Source: an optimization exercise on an open RTL-to-GDS flow (aim: small area, a short achievable clock period and few clock cycles). Production flows keep margins and buffers that such runs may drop. Only simulation tests tie the RTL to the original design; equivalence was not proved. No activity file was given, so power comes from the tool's default toggle rates.

`design/flow/run.sh`:
```
#!/bin/bash
# synth_recipe.tcl (not shown) runs the flow's synth.tcl, then flattens the netlist and writes it again
# the make line also repeats each setting of config.mk as NAME=value (left out here)
make -C /OpenROAD-flow-scripts/flow DESIGN_CONFIG=/design/flow/config.mk WORK_HOME=/design/flow/orfs CLKGATE_MAP_FILE= SYNTH_SCRIPT=/design/flow/synth_recipe.tcl finish
```
`design/flow/config.mk`:
```
export PLATFORM = sky130hd
export DESIGN_NAME = e20_top
export DESIGN_NICKNAME = e20_top
export VERILOG_FILES = /design/flow/design.v
export SDC_FILE = /design/flow/constraint.sdc
export NUM_CORES = 4
export LEC_CHECK = 0
export CAP_MARGIN = 20
export CORE_MARGIN = 2
export CORE_UTILIZATION = 40
export SLEW_MARGIN = 20
```
`design/flow/constraint.sdc`:
```
create_clock -name core_clock -period 8.0 [get_ports {clk}]
set_input_delay 1.6000 -clock core_clock [delete_from_list [all_inputs] [get_ports {clk}]]
set_output_delay 1.6000 -clock core_clock [all_outputs]
set_load 0.01 [all_outputs]
```
`design/flow/design.v`:
```
module e20_cache_level #(
    parameter BLK_BITS = 2,    
    parameter ROW_BITS = 3,    
    parameter WAYS     = 2
) (
    input  wire                 clk,
    input  wire                 rst,
    input  wire                 access,    
    input  wire [12:0]          addr,
    output wire [ROW_BITS-1:0]  row,
    output reg                  hit
);
    localparam TAG_BITS = 13 - BLK_BITS - ROW_BITS;
    localparam ROWS     = 1 << ROW_BITS;
    localparam LINES    = ROWS * WAYS;
    wire [TAG_BITS-1:0] tag = addr[12:BLK_BITS+ROW_BITS];
    assign row = addr[BLK_BITS+ROW_BITS-1:BLK_BITS];
    wire [LINES*TAG_BITS-1:0] tags_flat;
    wire [LINES-1:0]          valid_flat;
    wire [WAYS*TAG_BITS-1:0] row_tags  = tags_flat[row*WAYS*TAG_BITS +: WAYS*TAG_BITS];
    wire [WAYS-1:0]          row_valid = valid_flat[row*WAYS +: WAYS];
    integer i;
    reg [WAYS-1:0] shift;      
    always @(*) begin
        hit   = 1'b0;
        shift = {WAYS{1'b1}};  
        for (i = 0; i < WAYS; i = i + 1) begin
            if (row_valid[i] && row_tags[i*TAG_BITS +: TAG_BITS] == tag)
                hit = 1'b1;
        end
        if (hit) begin
            for (i = 0; i < WAYS; i = i + 1)
                shift[i] = 1'b0;
            for (i = 0; i < WAYS; i = i + 1) begin
                if (row_valid[i] && row_tags[i*TAG_BITS +: TAG_BITS] == tag)
                    shift = ~((1 << i) - 1);    
            end
        end
    end
    genvar r, p;
    generate
        for (r = 0; r < ROWS; r = r + 1) begin : g_row
            wire upd = access && (row == r);
            for (p = 0; p < WAYS; p = p + 1) begin : g_line
                reg [TAG_BITS-1:0] tag_q;
                reg                valid_q;
                wire [TAG_BITS-1:0] tag_in;
                wire                valid_in;
                if (p == WAYS - 1) begin : g_end
                    assign tag_in   = tag;
                    assign valid_in = 1'b1;
                end else begin : g_mid
                    assign tag_in   = tags_flat[(r*WAYS+p+1)*TAG_BITS +: TAG_BITS];
                    assign valid_in = valid_flat[r*WAYS+p+1];
                end
                always @(posedge clk) begin
                    if (rst) begin
                        valid_q <= 1'b0;
                    end else if (upd && shift[p]) begin
                        tag_q   <= tag_in;
                        valid_q <= valid_in;
                    end
                end
                assign tags_flat[(r*WAYS+p)*TAG_BITS +: TAG_BITS] = tag_q;
                assign valid_flat[r*WAYS+p] = valid_q;
            end
        end
    endgenerate
endmodule
module e20_top (
    input  wire        clk,
    input  wire        rst,
    output reg         mem_req,
    output reg         mem_we,
    output reg  [12:0] mem_addr,
    output reg  [15:0] mem_wdata,
    input  wire [15:0] mem_rdata,
    input  wire        mem_ready,
    output wire        ev1_valid,
    output wire [1:0]  ev1_status,    
    output wire [15:0] ev1_pc,
    output wire [12:0] ev1_addr,
    output wire [2:0]  ev1_row,
    output wire        ev2_valid,
    output wire [1:0]  ev2_status,
    output wire [15:0] ev2_pc,
    output wire [12:0] ev2_addr,
    output wire [3:0]  ev2_row,
    output wire        halted,
    output wire [15:0] pc_out,
    input  wire [2:0]  dbg_sel,
    output wire [15:0] dbg_reg
);
    localparam [2:0] S_FETCH = 3'd0,
                     S_EXEC  = 3'd1,
                     S_L1    = 3'd2,
                     S_L2    = 3'd3,
                     S_MEM   = 3'd4,
                     S_HALT  = 3'd5;
    localparam [1:0] ST_HIT = 2'd0, ST_MISS = 2'd1, ST_STORE = 2'd2;
    reg [2:0]  state;
    reg [15:0] pc;
    reg [15:0] ir;
    reg [12:0] maddr;           
    reg [15:0] regs [1:7];
    wire [2:0]  opcode  = ir[15:13];
    wire [2:0]  rA      = ir[12:10];
    wire [2:0]  rB      = ir[9:7];
    wire [2:0]  rD      = ir[6:4];
    wire [3:0]  func    = ir[3:0];
    wire [15:0] imm     = {{9{ir[6]}}, ir[6:0]};
    wire [15:0] target  = {3'b000, ir[12:0]};
    wire [15:0] va = (rA == 3'd0) ? 16'd0 : regs[rA];
    wire [15:0] vb = (rB == 3'd0) ? 16'd0 : regs[rB];
    wire is_store = (opcode == 3'd5);
    wire       l1_hit, l2_hit;
    wire [2:0] l1_row;
    wire [3:0] l2_row;
    e20_cache_level #(.BLK_BITS(2), .ROW_BITS(3), .WAYS(2)) u_l1 (
        .clk(clk), .rst(rst), .access(state == S_L1), .addr(maddr),
        .row(l1_row), .hit(l1_hit)
    );
    e20_cache_level #(.BLK_BITS(3), .ROW_BITS(4), .WAYS(4)) u_l2 (
        .clk(clk), .rst(rst), .access(state == S_L2), .addr(maddr),
        .row(l2_row), .hit(l2_hit)
    );
    assign ev1_valid  = (state == S_L1);
    assign ev1_status = is_store ? ST_STORE : (l1_hit ? ST_HIT : ST_MISS);
    assign ev1_pc     = pc;
    assign ev1_addr   = maddr;
    assign ev1_row    = l1_row;
    assign ev2_valid  = (state == S_L2);
    assign ev2_status = is_store ? ST_STORE : (l2_hit ? ST_HIT : ST_MISS);
    assign ev2_pc     = pc;
    assign ev2_addr   = maddr;
    assign ev2_row    = l2_row;
    assign halted  = (state == S_HALT);
    assign pc_out  = pc;
    assign dbg_reg = (dbg_sel == 3'd0) ? 16'd0 : regs[dbg_sel];
    always @(*) begin
        mem_req   = 1'b0;
        mem_we    = 1'b0;
        mem_addr  = pc[12:0];
        mem_wdata = vb;
        if (state == S_FETCH) begin
            mem_req  = 1'b1;
        end else if (state == S_MEM) begin
            mem_req  = 1'b1;
            mem_we   = is_store;
            mem_addr = maddr;
        end
    end
    reg        wr_en;
    reg [2:0]  wr_idx;
    reg [15:0] wr_val;
    reg [15:0] next_pc;
    reg [2:0]  next_state;
    always @(*) begin
        wr_en      = 1'b0;
        wr_idx     = rD;
        wr_val     = 16'd0;
        next_pc    = pc + 16'd1;
        next_state = S_FETCH;
        case (opcode)
            3'd0: begin
                case (func)
                    4'd0: begin wr_en = 1'b1; wr_val = va + vb; end
                    4'd1: begin wr_en = 1'b1; wr_val = va - vb; end
                    4'd2: begin wr_en = 1'b1; wr_val = va | vb; end
                    4'd3: begin wr_en = 1'b1; wr_val = va & vb; end
                    4'd4: begin wr_en = 1'b1; wr_val = (va < vb) ? 16'd1 : 16'd0; end
                    4'd8: next_pc = va;
                    default: next_pc = pc;       
                endcase
            end
            3'd1: begin wr_en = 1'b1; wr_idx = rB; wr_val = va + imm; end
            3'd2: begin
                if (target == pc) begin
                    next_pc    = pc;
                    next_state = S_HALT;
                end else begin
                    next_pc = target;
                end
            end
            3'd3: begin wr_en = 1'b1; wr_idx = 3'd7; wr_val = pc + 16'd1; next_pc = target; end
            3'd4, 3'd5: begin next_pc = pc; next_state = S_L1; end
            3'd6: if (va == vb) next_pc = pc + 16'd1 + imm;
            3'd7: begin wr_en = 1'b1; wr_idx = rB; wr_val = (va < imm) ? 16'd1 : 16'd0; end
        endcase
    end
    wire [15:0] eff = va + imm;
    integer k;
    always @(posedge clk) begin
        if (rst) begin
            state <= S_FETCH;
            pc    <= 16'd0;
            for (k = 1; k < 8; k = k + 1)
                regs[k] <= 16'd0;
        end else begin
            case (state)
                S_FETCH: begin
                    if (mem_ready) begin
                        ir    <= mem_rdata;
                        state <= S_EXEC;
                    end
                end
                S_EXEC: begin
                    if (wr_en && wr_idx != 3'd0)
                        regs[wr_idx] <= wr_val;
                    pc    <= next_pc;
                    maddr <= eff[12:0];
                    state <= next_state;
                end
                S_L1: begin
                    state <= (is_store || !l1_hit) ? S_L2 : S_MEM;
                end
                S_L2: begin
                    state <= S_MEM;
                end
                S_MEM: begin
                    if (mem_ready) begin
                        if (!is_store && rB != 3'd0)
                            regs[rB] <= mem_rdata;
                        pc    <= pc + 16'd1;
                        state <= S_FETCH;
                    end
                end
                default: state <= S_HALT;
            endcase
        end
    end
endmodule
```
==> results.txt <==
## registers in the layout (all words and copies together) (netlist names), named ones only
register,flops
u_l2.g_row.g_line.valid_q,64
state,3
maddr,13
ir,16
pc,16
regs,128
u_l2.g_row.g_line.tag_q,384
u_l1.g_row.g_line.tag_q,128
u_l1.g_row.g_line.valid_q,16
## routing by layer
metal,wire length [um],vias to the layer above
met1,50400,13300
li1,-,11600
met5,10,-
met2,55200,1197
met4,4350,2
met3,9760,236
## cells in the mapped netlist, types with 11 or more instances
| cell | count |
|---|---|
| nor2b_1 | 35 |
| xor2_1 | 28 |
| a221oi_1 | 32 |
| mux2_2 | 28 |
| o21ai_0 | 100 |
| o221ai_1 | 13 |
| clkbuf_1 | 110 |
| buf_2 | 32 |
| xnor2_1 | 84 |
| or4b_1 | 16 |
| nand3_1 | 41 |
| nand4_1 | 14 |
| buf_4 | 66 |
| buf_1 | 16 |
| mux4_2 | 223 |
| inv_1 | 154 |
| nor2_1 | 292 |
| ha_1 | 101 |
| nor3_1 | 89 |
| nand2b_1 | 53 |
| a211oi_1 | 11 |
| o22ai_1 | 19 |
| a21o_1 | 27 |
| o31ai_1 | 26 |
| mux2i_1 | 100 |
| dfxtp_1 | 105 |
| buf_6 | 15 |
| nand2_1 | 161 |
| a21oi_1 | 136 |
| o21ai_1 | 23 |
| o211ai_1 | 24 |
| edfxtp_1 | 669 |
## power breakdown
group | switching, W | internal (W) | total, W | leakage (nW)
clock network | 0.00169 | 0.00226 | 0.00395 | 1.36
registers | 0.0000821 | 0.00441 | 0.00449 | 7.04
logic | 0.000841 | 0.000570 | 0.00141 | 7.17
total | 0.00261 | 0.00724 | 0.00985 | 15.6
## final cells by class
class                      instances  area share
clock buffer                      97      0.0489
clock inverter                    61      0.0136
inverter                         154      0.0128
multi-input combinational       1866       0.352
sequential                       774       0.493
tap                             1287      0.0358
timing repair buffer             212      0.0444
## through the flow
step / util / area (sq um)
after global routing: 0.457 / 45000
after global placement: 0.428 / 42200
after detailed placement: 0.428 / 42200
after CTS: 0.456 / 45000
final: 0.457 / 45000
after floorplan: - / 39900
## how the worst max path moves through the flow
stage                    end  slack (ns)  startpoint
3_3_place_gp   ev2_status[0]        1.93    maddr[3]
3_5_place_dp      dbg_reg[4]        1.93  dbg_sel[1]
5_1_grt        ev2_status[0]        0.94    maddr[3]
4_1_cts        ev2_status[0]        1.23    maddr[3]
2_1_floorplan    regs[1][14]        2.71    register
6_report       ev2_status[0]        1.24    maddr[3]
## cells by family after synthesis
group	after synthesis
buffers and inverters	398
other	1
AO/OA/AOI/OAI	502
adder cells (fa/ha/maj)	105
flip-flops	774
XOR/XNOR	112
AND/OR/NAND/NOR	775
multiplexers	356
## critical path: cells and delay by family, from the launching register on
kind	cells	cell delay, ns
flip-flops	1	0.65
AO/OA/AOI/OAI	2	0.47
buffers and inverters	2	1.14
AND/OR/NAND/NOR	4	1.25
multiplexers	1	0.66
XOR/XNOR	1	0.17
==> results.txt <==
* Post-synth ARST share at 0
* Post-synthesis xor/xnor area fraction at 0.0246
* Worst rel slew slack at 0.165
* Total die area at between 100000 and 150000 sq um
* Post-layout min period at ~6.8 ns
* RSZ-0062 raised after global routing: no
* Biggest area consumer among synthesized cells: edfxtp_1
* Hold Crit Start: u_l2.g_row[10].g_line[3].tag_q[1]
* Final Setup Violations at 0
* Hold depth at 0
* M2 GR Usage at 0.366
* Clock Tree Root: clkbuf_16
* DPL Wire Length at 86.5 mm
* WS Path Type: reg -> out
* R2R setup slack at approximately 2.2 ns
* Commonest non-fill, non-tap cell in the layout: edfxtp_1
* Slew at the pin with the worst max-slew slack at 1.24 ns
* Final worst path period share at 0.846
* Max H-tree Level at 3
* Vias per cell at 5.90
* Most frequent cells in the layout: edfxtp_1 (669), nor2_1 (291), mux4_2 (223), nand2_1 (161)
* Hold_ws at 0.422 ns
* Seq/Total Area, Yosys at 0.557
* CTS tree: yes
* Input/output buffers at 156
* Layout cells sized above 1 at 0.152
* CP Data Required Time at 6.40 ns
* Area of the multi-input gates at 15800 sq um
* Top cells by area, synth: edfxtp_1 (50%), mux4_2 (13%), dfxtp_1 (5.3%)
* Placed cells at 4291
* Max Clk Rate at around 150 MHz
* Fin nets at 3220
* Via count at 26300
* Grt peak-use layer: met2
* Worst EP arrival at 5.16 ns
* Reg2Reg Depth at 15
* Largest net degree at the start of global routing at 101
* Critical-path top delay cell: nor3_1
* Layout fillers at 8746
* DRT Pass-1 Iters at 5
* Core area at 98600 sq um
* Fin. Hold Viols at 0
* DR WL/cell at ~27 um
* Site Rows at 115
* Simple-Gate Fraction of Synth Area at 0.0922
* Post-synthesis mux area share at 0.162
* Ys Warns at 3
* DRT antenna net count at 0
* Global Route met3 Usage at 0.0422
* Routability Congestion at roughly 0.96
* Worst setup EP type: output port
* Max Root-Sink Buffers at 3
* Initial antenna violation count at 2
* Initial DRC count at 3208
* Clock Sinks at 774
* Number of synthesized register bits at 774
* Final total power at 0.00985 W
* TritonCTS Buffers at between 80 and 90
* Final-report max-slew violation count at 0
* Gr usage total at 0.232
* Total wire length at 120 mm
* Crit path max fanout at 99
* CTS resizes at 0
* ANT cells at 0
* Setup tns final at 0 ns
* Largest family of logic cells by synthesized area: multiplexers
* Worst-skew pair later-pin latency at 0.67 ns
* Worst hold endpoint: u_l2.g_row[10].g_line[2].tag_q[1]
* GR Util met1 at 0.323
* Floorplan die width at ~320 um
* Final Skew at between 0.04 and 0.05 ns
* Area share of the largest cell type after synthesis at 0.504
* Ports at 157
* CP max stage delay at 0.70 ns
* GRT overflow at 0
* CTS Hold Buffers Added at 0
* Worst-path clk slew at 0.06 ns
* Outcome: timing/DRC/antenna clean
* Synthesis-to-layout area growth at 12.9%
* Pleak at 15.6 nW
* Max VDD drop at 198 uV
* Critical-path cell list: buf_12 -> mux4_2 -> xor2_1 -> o21a_1 -> o32ai_1 -> nand4_1 -> nor3_1 -> or3_1 -> nor3_1 -> clkdlybuf4s50_1
* Hold WC Path Type: reg -> reg
* Pwr Density at about 220 nW/um^2
* Most used cell, CP: nor3_1
* Place WS at about 1.9 ns
* CP Launch Type: register
* Post-Synth Adder-Cell Area at 0.0337
* Post-CTS Setup Inserts at 0
* Vias in the first global route at ~26000
* Post-synth EDFFs at 669
* Top_reg_cell synth: edfxtp_1
* Non-filler instance count after layout at about 4500
* Setup ws final at 1.24 ns
* Post-synthesis cell type count at 85
* Compound-cell area share of the yosys netlist at 0.0813
* Mapped cell area at 39900 sq um
* Worst R2R End: regs[2][7]
* Starting Density at 0.404
* First-pass GRT wire length at 176 mm
* Synth Instances at 3023
* Register area at around 22000 sq um
* Remaining DRCs at 0
* MaxCap Viol Count at 0
* DIE HEIGHT at 320 um
* Syn_area_per_cell at between 10 and 15 sq um
Testbench counts, summed over its fixed seeds: cycles 88,691.

separate check: timing with driven ports:
How much do the figures lean on ideal ports? The routed layout below was timed once more, with nothing changed but the port constraints. Step 1 assumes that a clkbuf_16 drives the clock port and a buf_2 every other input. Step 2, shift: input delay + t, output delay - t, t = (earliest + latest rising clock arrival at the registers) / 2. This alone moves slack from input paths to output paths. Slacks: ideal ports / drivers / drivers and shift; pairs: ideal ports / drivers.
shift t [ns]: 0.714
setup slack, ns: 1.235 / 1.166 / 1.880
worst slew at a driven data input, ns: 0.06
After both steps this run still meets setup and hold. For this run, drivers alone change the setup slack by -0.069 ns; drivers and shift together by +0.645 ns.
